From an optimization exercise on the open Yosys and OpenROAD flow, aimed at small area, a short achievable clock period and few clock cycles; shortcuts taken in it are not production practice. Only simulation tests tie the RTL to the original design; equivalence was not proved.

## sisb_alu
module sisb_alu (
    input  wire        clk,
    input  wire        rst,           
    input  wire        in_valid,
    output wire        in_ready,
    input  wire [3:0]  in_op,
    input  wire [15:0] in_a,
    input  wire [15:0] in_b,
    output reg         out_valid,
    output reg  [15:0] out_result,
    output reg         out_ovf,
    output reg         out_fatal,
    output reg  [1:0]  out_cause
);
Size: about 2300 cells after synthesis, roughly 100 flip-flops, about 61 I/O pins, about 15000 um^2 of cells after synthesis.
clock: 11.0 ns
lec_check: 0
abc_area: 1
cap_margin: 20
core_margin: 2
core_utilization: 40
setup_slack_margin: 5
slew_margin: 20
run.sh (not shown) runs the stock make flow with config.mk's settings and CLKGATE_MAP_FILE= SYNTH_SCRIPT=/design/flow/synth_recipe.tcl, a recipe that flattens the netlist after the stock synthesis.
The starting point completed with no timing, DRC or antenna violations.
Testbench counts at the start, summed over its fixed seeds: cycles 28,382.
Then changed:
ABC_AREA = not set   (was 1)
Outcome:
- The changed run completed with no timing, DRC or antenna violations
- synthesized area decreases by 1.6%
- worst hold slack got worse by 0.011 ns
- final cell count decreases by 17%
Then changed:
==> flow/flow/run.sh (new file) <==
#!/bin/bash
# The standard layout (standard.sh, all steps unchanged), except that the
# port buffers that buffer_ports inserts on every input and output are plain
# buffers (buf_2) instead of the delay cells it picks by default.
# The full output of the flow goes to standard.log; ORFS keeps each step's
# log under orfs/logs/.
set -e
export BUFFER_PORTS_ARGS="-buffer_cell sky130_fd_sc_hd__buf_2"
bash standard.sh > standard.log 2>&1
==> flow/standard.sh (new file) <==
#!/bin/bash
# synth_recipe.tcl (not shown) runs the flow's synth.tcl, then flattens the netlist and writes it again
# the make line also repeats each setting of config.mk as NAME=value (left out here)
make -C /OpenROAD-flow-scripts/flow DESIGN_CONFIG=/design/flow/config.mk WORK_HOME=/design/flow/orfs CLKGATE_MAP_FILE= SYNTH_SCRIPT=/design/flow/synth_recipe.tcl "${@:-finish}"
ABC_AREA = 1   (was not set)
removed: flow/run.sh
Result: Wire length came out higher by 12%. Via count came out higher by 11%. Critical path depth rose by 8. Area after synthesis goes up by 1.6%. Final cell count is higher by 20%.

---

== the baseline ==
sisb_alu again, from the RTL that the note above started with.
Design sisb_alu, start of the top module:
module sisb_alu (
    input  wire        clk,
    input  wire        rst,           
    input  wire        in_valid,
    output wire        in_ready,
    input  wire [3:0]  in_op,
    input  wire [15:0] in_a,
    input  wire [15:0] in_b,
    output reg         out_valid,
    output reg  [15:0] out_result,
    output reg         out_ovf,
    output reg         out_fatal,
    output reg  [1:0]  out_cause
);
    function [3:0] msb16(input [15:0] x);
        reg h8, h4, h2, h1;
        reg [7:0] y8;
        reg [3:0] y4;
        reg [1:0] y2;
        begin
            h8 = |x[15:8];  y8 = h8 ? x[15:8] : x[7:0];
            h4 = |y8[7:4];  y4 = h4 ? y8[7:4] : y8[3:0];
            h2 = |y4[3:2];  y2 = h2 ? y4[3:2] : y4[1:0];
            h1 = y2[1];
            msb16 = {h8, h4, h2, h1};
        end
    endfunction
    function [15:0] lenval(input [15:0] x);
        reg [15:0] n, pre;
        integer i;
        begin
            n = ~x;
            pre[0] = 1'b1;
            for (i = 1; i < 16; i = i + 1) pre[i] = pre[i-1] & n[i-1];
            lenval = x[15] ? (n | pre) : x;
        end
    endfunction
    function [5:0] booth(input [4:0] w);
        begin
            booth[5] = w[3] ^ w[2];
            booth[4] = (w[4] & ~w[3] & ~w[2]) | (~w[4] & w[3] & w[2]);
            booth[3] = w[4];
            booth[2] = w[1] ^ w[0];
            booth[1] = (w[2] & ~w[1] & ~w[0]) | (~w[2] & w[1] & w[0]);
            booth[0] = w[2];
        end
    endfunction
    function [4:0] window(input [15:0] v, input [1:0] g);
        reg [16:0] vx;
        begin
            vx = {v, 1'b0};
            case (g)
                2'd0: window = vx[4:0];
                2'd1: window = vx[8:4];
                2'd2: window = vx[12:8];
                default: window = vx[16:12];
            endcase
        end
    endfunction
    function [1:0] ndig(input [15:0] x);
        begin
            if (x[15:3] == {13{x[15]}})      ndig = 2'd0;
            else if (x[15:7] == {9{x[15]}})  ndig = 2'd1;
            else if (x[15:11] == {5{x[15]}}) ndig = 2'd2;
            else                             ndig = 2'd3;
  ...
Settings: LEC_CHECK=0, CAP_MARGIN=20, CORE_MARGIN=2, CORE_UTILIZATION=60, SETUP_SLACK_MARGIN=5, SLEW_MARGIN=20; clock period 11.0 ns.
Stock flow here: none of the scripts above is used.
Testbench counts of the baseline, summed over its fixed seeds: cycles 28,382.
What the candidate does differently from the baseline at the input level:
Settings: ABC_AREA: unset -> 1; CORE_UTILIZATION: 60 -> 40; SETUP_SLACK_MARGIN: 5 -> unset.
==> flow/flow/run.sh (new file) <==
#!/bin/bash
# The standard layout (standard.sh, all steps unchanged), except that the
# port buffers that buffer_ports inserts on every input and output are plain
# buffers (buf_2) instead of the delay cells it picks by default, and
# repair_timing aims for 5.5 ns of setup slack (the SDC is unchanged).
# The full output of the flow goes to standard.log; ORFS keeps each step's
# log under orfs/logs/.
set -e
export SETUP_SLACK_MARGIN=5.5
export BUFFER_PORTS_ARGS="-buffer_cell sky130_fd_sc_hd__buf_2"
bash standard.sh > standard.log 2>&1
==> flow/standard.sh (new file) <==
#!/bin/bash
# synth_recipe.tcl (not shown) runs the flow's synth.tcl, then flattens the netlist and writes it again
# the make line also repeats each setting of config.mk as NAME=value (left out here)
make -C /OpenROAD-flow-scripts/flow DESIGN_CONFIG=/design/flow/config.mk WORK_HOME=/design/flow/orfs CLKGATE_MAP_FILE= SYNTH_SCRIPT=/design/flow/synth_recipe.tcl "${@:-finish}"
removed: flow/run.sh
Findings:
The candidate: first-pass GRT wire length higher than the baseline. Looking at peak clock frequency supported by timing, the candidate sits 18 MHz higher than the baseline does. The lower remaining max-slew budget at the tightest pin of the candidate and the baseline is in the baseline. Between the candidate and the baseline, synthesized-area fraction occupied by ao, oa, aoi and oai cells is higher for the baseline, the candidate comes in under that. The signed area change from the synthesized netlist to the final layout of the candidate falls short of that of the baseline by 0.48 points. | detailed-route DRC error count | the candidate vs the baseline | ≈ equal |. For count of standard-cell rows, dividing the value from the candidate by the value from the baseline gives 1.3. Comparing the candidate and the baseline, the lower core utilization of the finished layout is on the candidate. Comparing the two runs side by side, the candidate comes out ahead of the baseline on worst hold margin. Compared with the baseline, the candidate shows a post-detailed-placement half-perimeter wirelength that is about 21% higher.

-- port drivers added, routing unchanged --
How much do the figures lean on ideal ports? The routed layouts below were timed once more, with nothing changed but the port constraints.
Step 1, drivers: a clkbuf_16 drives clk and a buf_2 each remaining input, both assumed.
Step 2 also shifts input and output timing later by t, the mid clock arrival at the registers, as if the neighbouring blocks saw the same clock.
Slacks: no drivers / after step 1 / after step 2; pairs: no drivers / after step 1.
run | t, ns | slack for setup (ns) | worst register clock-pin slew, ns
the first run of note 1 | 0.414 | 5.181 / 5.133 / 4.801 | 0.09 / 0.09
the second run of note 1 | 0.410 | 4.980 / 4.980 / 4.570 | 0.09 / 0.09
the third run of note 1 | 0.415 | 5.372 / 5.397 / 4.989 | 0.09 / 0.09
the baseline | 0.400 | 5.048 / 5.042 / 4.642 | 0.08 / 0.08
the candidate | 0.413 | 5.635 / 5.645 / 5.232 | 0.08 / 0.08
After both steps every run listed still meets setup and hold. For the second run of note 1, which loses most, drivers alone change the setup slack by 0.000 ns; drivers and shift together by -0.410 ns.
